Context: an optimization exercise on an open-source flow, tuned for small area. The choices shown serve that exercise and are no tape-out recipe. Function was checked by simulation only, so behaviour that the tests miss may differ from the original. Power is estimated from default activity; no workload was simulated.

## try-yarrow
==> flow/design.v (excerpt) <==
module weird64 (
    input  wire        clk,
    input  wire        rst,
    input  wire        bus_valid,
    input  wire        bus_write,
    input  wire [7:0]  bus_addr,
    input  wire [2:0]  bus_size,
    input  wire [31:0] bus_wdata,
    output reg  [31:0] bus_rdata,
    output wire        bus_err,
    output wire        irq
);
    localparam [1:0] C_ILL = 2'd0, C_ENC = 2'd1, C_DEC = 2'd2, C_CFG = 2'd3;
    function [4:0] dcode;
        input [3:0] d;
        begin
            case (d)
                4'd0: dcode = 5'h00; 4'd1: dcode = 5'h1D; 4'd2: dcode = 5'h1E;
                4'd3: dcode = 5'h1F; 4'd4: dcode = 5'h1C; 4'd5: dcode = 5'h15;
                4'd6: dcode = 5'h1B; 4'd7: dcode = 5'h0F; 4'd8: dcode = 5'h0C;
                default: dcode = 5'h09;
            endcase
        end
    endfunction
    function [7:0] casc;
        input [4:0] x;
        begin
            case (x)
                5'h00: casc = "0"; 5'h1D: casc = "1"; 5'h1E: casc = "2";
                5'h1F: casc = "3"; 5'h1C: casc = "4"; 5'h15: casc = "5";
                5'h1B: casc = "6"; 5'h0F: casc = "7"; 5'h0C: casc = "8";
                5'h09: casc = "9";
                default: casc = {3'b010, x};
            endcase
        end
    endfunction
  ...
Settings: LEC_CHECK=0, CAP_MARGIN=20, CELL_PAD_IN_SITES_DETAIL_PLACEMENT=1, CELL_PAD_IN_SITES_GLOBAL_PLACEMENT=1, CORE_MARGIN=2, CORE_UTILIZATION=40, PLACE_DENSITY=0.8, SLEW_MARGIN=20, SYNTH_HIERARCHICAL=1; clock period 15.0 ns.
standard.sh (not shown) runs the stock make flow with config.mk's settings and CLKGATE_MAP_FILE= SYNTH_SCRIPT=/design/flow/synth_recipe.tcl, a recipe that flattens the netlist after the stock synthesis.
==> flow/flow/run.sh <==
#!/bin/bash
# The standard layout (standard.sh: the standard flow's synthesis, floorplan, placement,
# CTS, routing), with two changes passed to the ORFS scripts:
# - the port buffers are the smallest buffer cell (buf_1) rather than the one
#   buffer_ports picks by default;
# - CTS inserts no dummy loads and uses clkbuf_16 buffers, up to 28 sinks per cluster.
# The whole make output goes to flow_make.log in this folder; each ORFS step
# also keeps its own log under orfs/logs/.
set -euo pipefail
export BUFFER_PORTS_ARGS="-buffer_cell sky130_fd_sc_hd__buf_1"
export CTS_ARGS="-sink_clustering_enable -repair_clock_nets -dont_use_dummy_load -buf_list sky130_fd_sc_hd__clkbuf_16 -sink_clustering_size 24 -sink_clustering_max_diameter 80"
bash standard.sh > flow_make.log 2>&1
Changes in try-sierra relative to try-yarrow:
diff --git a/flow/flow/run.sh b/flow/flow/run.sh
--- a/flow/flow/run.sh
+++ b/flow/flow/run.sh
@@ -5,3 +5,3 @@
 #   buffer_ports picks by default;
-# - CTS inserts no dummy loads and uses clkbuf_16 buffers, up to 28 sinks per cluster.
+# - CTS inserts no dummy loads and uses clkbuf_16 buffers, up to 24 sinks per cluster.
 # The whole make output goes to flow_make.log in this folder; each ORFS step
diff --git a/flow/config.mk b/flow/config.mk
--- a/flow/config.mk
+++ b/flow/config.mk
@@ -12,3 +12,3 @@
 export CORE_UTILIZATION = 40
-export PLACE_DENSITY = 0.8
+export PLACE_DENSITY = 0.85
 export SLEW_MARGIN = 20
==> comparison <==
- Number of buffers on the longest clock path: try-sierra vs try-yarrow identical
- On global-route usage, try-yarrow tracks try-sierra almost exactly.
- | share of the clock period used by the worst path | lower: try-sierra |
Changes in try-quartz relative to try-sierra:
==> flow/flow/run.sh <==
#!/bin/bash
# The standard layout (standard.sh: the standard flow's synthesis, floorplan, placement,
# CTS, routing), with two changes passed to the ORFS scripts:
# - the port buffers are the smallest buffer cell (buf_1) rather than the one
#   buffer_ports picks by default;
# - CTS inserts no dummy loads and uses clkbuf_16 buffers, up to 28 sinks per cluster.
# The whole make output goes to flow_make.log in this folder; each ORFS step
# also keeps its own log under orfs/logs/.
set -euo pipefail
export BUFFER_PORTS_ARGS="-buffer_cell sky130_fd_sc_hd__buf_1"
export CTS_ARGS="-sink_clustering_enable -repair_clock_nets -dont_use_dummy_load -buf_list sky130_fd_sc_hd__clkbuf_16 -sink_clustering_size 28 -sink_clustering_max_diameter 90"
bash standard.sh > flow_make.log 2>&1
diff --git a/flow/config.mk b/flow/config.mk
--- a/flow/config.mk
+++ b/flow/config.mk
@@ -12,3 +12,2 @@
 export CORE_UTILIZATION = 40
-export PLACE_DENSITY = 0.85
 export SLEW_MARGIN = 20
--- outcome ---
- Looking at the reports, try-sierra completed the entire flow and the layout it produced met the timing, DRC and antenna checks.
- try-quartz closes out successfully: all stages finished, all timing, DRC and antenna checks passed.
- As far as final instance count without filler cells is concerned, try-sierra and try-quartz perform about the same.
- Against try-sierra, try-quartz comes in 0.11 ns lower on slew at the pin with the worst max-slew slack.
- The routed wire length on met3 reported for try-quartz is smaller than that of try-sierra by 10%.
- On clock edge transition at the registers on the reported setup and hold paths, try-sierra tracks try-quartz almost exactly.
- try-quartz: count of non-CTS buffers in the layout about 7% above try-sierra
- Changes observed in try-quartz relative to try-sierra: worst hold slack went down 0.022 ns, number of vias per cell after detailed routing decreased 1.9%.
## Diff of input files: try-zinc against try-quartz
==> flow/flow/run.sh <==
#!/bin/bash
# The standard layout (standard.sh: the standard flow's synthesis, floorplan, placement,
# CTS, routing), with two changes passed to the ORFS scripts:
# - the port buffers are the smallest buffer cell (buf_1) rather than the one
#   buffer_ports picks by default;
# - CTS inserts no dummy loads and uses clkbuf_16 buffers, up to 24 sinks per cluster.
# The whole make output goes to flow_make.log in this folder; each ORFS step
# also keeps its own log under orfs/logs/.
set -euo pipefail
export BUFFER_PORTS_ARGS="-buffer_cell sky130_fd_sc_hd__buf_1"
export CTS_ARGS="-sink_clustering_enable -repair_clock_nets -dont_use_dummy_load -buf_list sky130_fd_sc_hd__clkbuf_16 -sink_clustering_size 24 -sink_clustering_max_diameter 80"
bash standard.sh > flow_make.log 2>&1
diff --git a/flow/config.mk b/flow/config.mk
--- a/flow/config.mk
+++ b/flow/config.mk
@@ -12,2 +12,3 @@
 export CORE_UTILIZATION = 40
+export PLACE_DENSITY = 0.8
 export SLEW_MARGIN = 20
Results
Relative to try-quartz, data arrival time at the worst-slack endpoint decreased by 0.02 ns in try-zinc.
Diff try-zinc and try-quartz: first-pass GRT wire length lower in try-zinc
Taking try-zinc as 1.0, try-quartz lands at 1.13 on routed wirelength normalized by instance count.
On vias after detailed routing, try-zinc and try-quartz are neck and neck.
From try-quartz to try-zinc the numbers moved as follows: clock network power roughly the same, overall power after layout roughly the same.
Final estimated routing congestion in global placement, try-zinc and try-quartz: lower on try-quartz
Via density per instance across try-zinc and try-quartz: no real change.

## what the ideal ports hide
How much do the figures lean on ideal ports? The routed layouts below were timed once more, with nothing changed but the port constraints.
Step 1, drivers: a clkbuf_16 drives clk and a buf_2 each remaining input, both assumed.
Step 2 moves the port delays by t, midway between the first and last clock arrival at a register: inputs arrive t later, outputs are due t later. That takes back most of the time a late clock gives input paths.
Slacks: no drivers / after step 1 / after step 2; pairs: no drivers / after step 1.
| run | shift t [ns] | slack for setup (ns) | pins driven straight from the clock port |
|---|---|---|---|
| try-yarrow | 0.734 | 3.900 / 3.827 / 3.827 | 1 |
| try-sierra | 0.722 | 3.922 / 3.843 / 3.843 | 1 |
| try-quartz | 0.749 | 3.880 / 3.858 / 3.858 | 1 |
| try-zinc | 0.734 | 3.900 / 3.827 / 3.827 | 1 |
After both steps every run listed still meets setup and hold. For try-sierra, which loses most, drivers alone change the setup slack by -0.079 ns; drivers and shift together by -0.079 ns.
